From an optimization exercise on the open Yosys and OpenROAD flow, aimed at small area; shortcuts taken in it are not production practice. Function was checked by simulation only, so behaviour that the tests miss may differ from the original.

==> inputs of 08-02 <==
==> flow/design.v (excerpt) <==
module led_phase_engine (
    input  wire        clk,
    input  wire        rst,           
    input  wire        tick,          
    input  wire        bus_valid,     
    input  wire        bus_write,     
    input  wire [7:0]  bus_addr,      
    input  wire [1:0]  bus_size,      
    input  wire [31:0] bus_wdata,
    output reg  [31:0] bus_rdata,     
    output reg         bus_rvalid,    
    output wire [5:0]  anode,
    output wire        red_n,         
    output wire        green_n,
    output wire        blue_n,
    output wire        blue_oe,       
    output wire        pump_sink,
    output reg         hook_once,
    output reg         hook_twice
);
clock: 8.0 ns
lec_check: 0
cap_margin: 20
core_margin: 2
core_utilization: 60
cts_buf_list: sky130_fd_sc_hd__clkbuf_8
place_density: 0.75
slew_margin: 20
run.sh (not shown) runs the stock make flow with config.mk's settings and CLKGATE_MAP_FILE= SYNTH_SCRIPT=/design/flow/synth_recipe.tcl, a recipe that flattens the netlist after the stock synthesis.
==> 04-09 (differences from 08-02) <==
==> flow/flow/run.sh (new file) <==
#!/bin/bash
# Own layout flow: the standard ORFS flow with three changes:
#  - synthesis maps logic with an area-oriented ABC script (flow/abc_area.script);
#    everything else in synthesis (and so every register) is the standard one;
#  - port buffers use a small buffer cell;
#  - CTS uses small clock buffers and no dummy loads.
# Each tool's output goes to a log file in this folder.
set -euo pipefail
W=$(pwd)
FLOW=${FLOW_HOME}
RES=$W/orfs/results/${FLOW_PLATFORM}/led_phase_engine/base

# Synthesis script: the reference script, sourcing a copy of ORFS's synth.tcl
# whose ABC step uses the area script.
sed "s|^source \$::env(SCRIPTS_DIR)/synth_preamble.tcl|source \$::env(SCRIPTS_DIR)/synth_preamble.tcl\nset abc_args [lreplace \$abc_args 1 1 $W/flow/abc_area.script]|" \
    "$FLOW/scripts/synth.tcl" > "$W/own_synth.tcl"
grep -q "abc_area.script" "$W/own_synth.tcl"
sed "s|source \$::env(SCRIPTS_DIR)/synth.tcl|source $W/own_synth.tcl|" \
    "$W/synth_recipe.tcl" > "$W/own_synth_recipe.tcl"
grep -q "own_synth.tcl" "$W/own_synth_recipe.tcl"

export CTS_ARGS="-sink_clustering_enable -repair_clock_nets -dont_use_dummy_load -buf_list sky130_fd_sc_hd__clkbuf_8"
export BUFFER_PORTS_ARGS="-buffer_cell sky130_fd_sc_hd__buf_2"

make -C "$FLOW" DESIGN_CONFIG="$W/config.mk" WORK_HOME="$W/orfs" CLKGATE_MAP_FILE= \
    SYNTH_SCRIPT="$W/own_synth_recipe.tcl" \
    BUFFER_PORTS_ARGS="$BUFFER_PORTS_ARGS" \
    CTS_ARGS="$CTS_ARGS" \
    finish > "$W/make_finish.log" 2>&1

: # left out here: write the final layout as DEF
==> flow/flow/abc_area.script (new file) <==
strash
&get -n
&st
&dch
&nf -a
&put
topo
==> flow/standard.sh (new file) <==
#!/bin/bash
# synth_recipe.tcl (not shown) runs the flow's synth.tcl, then flattens the netlist and writes it again
# the make line also repeats each setting of config.mk as NAME=value (left out here)
make -C /OpenROAD-flow-scripts/flow DESIGN_CONFIG=/design/flow/config.mk WORK_HOME=/design/flow/orfs CLKGATE_MAP_FILE= SYNTH_SCRIPT=/design/flow/synth_recipe.tcl "${@:-finish}"
Settings changed: CORE_UTILIZATION 60 to 40, CTS_BUF_LIST sky130_fd_sc_hd__clkbuf_8 to default, PLACE_DENSITY 0.75 to 0.6.
removed: flow/run.sh
==> 11-04 (differences from 08-02) <==
Settings changed: CORE_UTILIZATION 60 to 40, CTS_BUF_LIST sky130_fd_sc_hd__clkbuf_8 to sky130_fd_sc_hd__clkbuf_4, PLACE_DENSITY 0.75 to 0.6.
==> 10-07 (differences from 08-02) <==
==> flow/flow/run.sh (new file) <==
#!/bin/bash
# Own layout flow: the standard ORFS flow with three changes:
#  - synthesis maps logic with an area-oriented ABC script (flow/abc_area.script);
#    everything else in synthesis (and so every register) is the standard one;
#  - port buffers use a small buffer cell;
#  - CTS uses small clock buffers and no dummy loads.
# Each tool's output goes to a log file in this folder.
set -euo pipefail
W=$(pwd)
FLOW=${FLOW_HOME}
RES=$W/orfs/results/${FLOW_PLATFORM}/led_phase_engine/base

# Synthesis script: the reference script, sourcing a copy of ORFS's synth.tcl
# whose ABC step uses the area script.
sed "s|^source \$::env(SCRIPTS_DIR)/synth_preamble.tcl|source \$::env(SCRIPTS_DIR)/synth_preamble.tcl\nset abc_args [lreplace \$abc_args 1 1 $W/flow/abc_area.script]|" \
    "$FLOW/scripts/synth.tcl" > "$W/own_synth.tcl"
grep -q "abc_area.script" "$W/own_synth.tcl"
sed "s|source \$::env(SCRIPTS_DIR)/synth.tcl|source $W/own_synth.tcl|" \
    "$W/synth_recipe.tcl" > "$W/own_synth_recipe.tcl"
grep -q "own_synth.tcl" "$W/own_synth_recipe.tcl"

export CTS_ARGS="${OWN_CTS_ARGS:--sink_clustering_enable -repair_clock_nets -dont_use_dummy_load -buf_list sky130_fd_sc_hd__clkbuf_16 -sink_clustering_size 20 -sink_clustering_max_diameter 80}"
export BUFFER_PORTS_ARGS="${OWN_BUFFER_PORTS_ARGS:--buffer_cell sky130_fd_sc_hd__buf_1}"

make -C "$FLOW" DESIGN_CONFIG="$W/config.mk" WORK_HOME="$W/orfs" CLKGATE_MAP_FILE= \
    SYNTH_SCRIPT="$W/own_synth_recipe.tcl" \
    BUFFER_PORTS_ARGS="$BUFFER_PORTS_ARGS" \
    CTS_ARGS="$CTS_ARGS" \
    "${1:-finish}" > "$W/make_${1:-finish}.log" 2>&1

[[ "${1:-finish}" == finish ]] || exit 0
: # left out here: write the final layout as DEF
==> flow/flow/abc_area.script (new file) <==
strash
&get -n
&st
&dch
&nf -a
&put
topo
==> flow/standard.sh (new file) <==
#!/bin/bash
# synth_recipe.tcl (not shown) runs the flow's synth.tcl, then flattens the netlist and writes it again
# the make line also repeats each setting of config.mk as NAME=value (left out here)
make -C /OpenROAD-flow-scripts/flow DESIGN_CONFIG=/design/flow/config.mk WORK_HOME=/design/flow/orfs CLKGATE_MAP_FILE= SYNTH_SCRIPT=/design/flow/synth_recipe.tcl "${@:-finish}"
Settings changed: CORE_UTILIZATION 60 to 40, CTS_BUF_LIST sky130_fd_sc_hd__clkbuf_8 to default, PLACE_DENSITY 0.75 to 0.6.
removed: flow/run.sh
==> flow_metrics.tcl <==
set metrics [dict create \
    crit_cells 17 \
    syn_area_sq_um 20900 \
    vias 19400 \
    dpl.cell_count 2735 \
    p_leak_nw 8.21 \
    syn_nets 2131 \
    crit_end "live_val[6]" \
    dp_hpwl_um 57200 \
    finalPower_mw 4.40 \
    r2r-end "live_val[6]" \
    final_nets 2247 \
    cts-root-buf "clkbuf_4" \
    numCtsBuffers 103 \
    wl_um 87500 \
    track_usage 0.318 \
    status "timing/DRC/antenna clean" \
    synthXorXnorAreaFrac 0.00831 \
    drive_above_1_share 0.148 \
]
# the run above: 11-04

==> flow_metrics.tcl <==
set metrics [dict create \
    track_usage 0.448 \
    crit_end "live_val[6]" \
    placementRows 68 \
    vias 19600 \
    drive_above_1_share 0.121 \
    syn_area_sq_um 20900 \
    stdcell_count 2623 \
    p_leak_nw 8.15 \
    grtUsageMet2 0.630 \
    r2r-end "blue_mode" \
    dpl.cell_count 2498 \
    crit_cells 17 \
    finalPower_mw 4.50 \
    synthXorXnorAreaFrac 0.00831 \
    status "timing/DRC/antenna clean" \
    cts-root-buf "clkbuf_8" \
    syn_nets 2131 \
]
# the run above: 08-02

==> flow_metrics.tcl <==
set metrics [dict create \
    status "timing/DRC/antenna clean" \
    crit_cells 13 \
    cts-root-buf "clkbuf_16" \
    crit_end "mem[179]" \
    numCtsBuffers 24 \
    dp_hpwl_um 53800 \
    vias 17900 \
    r2r-end "blue_mode" \
    syn_nets 2040 \
    synthXorXnorAreaFrac 0.00583 \
    finalPower_mw 3.87 \
    final_nets 2226 \
    syn_area_sq_um 19500 \
    track_usage 0.291 \
    yosysMostFrequentCell "nand2_1" \
    wl_um 74600 \
    drive_above_1_share 0.0618 \
]
# the run above: 10-07

==> flow_metrics.tcl <==
set metrics [dict create \
    status "timing/DRC/antenna clean" \
    finalPower_mw 4.22 \
    wl_um 76200 \
    final_nets 2269 \
    dpl.cell_count 2724 \
    synthXorXnorAreaFrac 0.00583 \
    crit_end "act_ptr[3]" \
    drive_above_1_share 0.121 \
    crit_cells 20 \
    fin_crit_ps 6830 \
    syn_area_sq_um 19500 \
    p_leak_nw 7.76 \
    numCtsBuffers 70 \
    cts-root-buf "clkbuf_8" \
    syn_nets 2040 \
    track_usage 0.299 \
    cpMaxStageDelayCell "nor4_1" \
    worst_pin_slew_ps 1220 \
]
# the run above: 04-09

## re-timing with driven ports
In the flow no input, the clock included, has a driving cell. The finished layouts below were timed again as built, in two steps. Step 1 (the two cells are an assumption about what drives the block):
set clk [get_ports {clk}]
set_driving_cell -lib_cell sky130_fd_sc_hd__clkbuf_16 $clk
set_driving_cell -lib_cell sky130_fd_sc_hd__buf_2 [delete_from_list [all_inputs] $clk]
Step 2 times the ports against the registers' clock, not the clock port: input delays grow and output delays shrink by t, the midpoint of the rising clock arrivals with the driver on. a / b / c = ideal ports / drivers / drivers and shift; a / b = the first two.
run | shift t [ns] | setup WS [ns] | worst setup path after step 2 | cell pins on the clock port's net
08-02 | 0.688 | 1.300 / 1.327 / 0.640 | input to register | 1
04-09 | 0.673 | 1.165 / 1.194 / 0.520 | input to register | 1
11-04 | 0.932 | 1.518 / 1.481 / 0.619 | input to register | 1
10-07 | 0.611 | 1.207 / 1.244 / 0.634 | input to register | 1
After both steps setup and hold are still met in every run listed. For 11-04, which loses most, drivers alone change the setup slack by -0.037 ns; drivers and shift together by -0.899 ns.
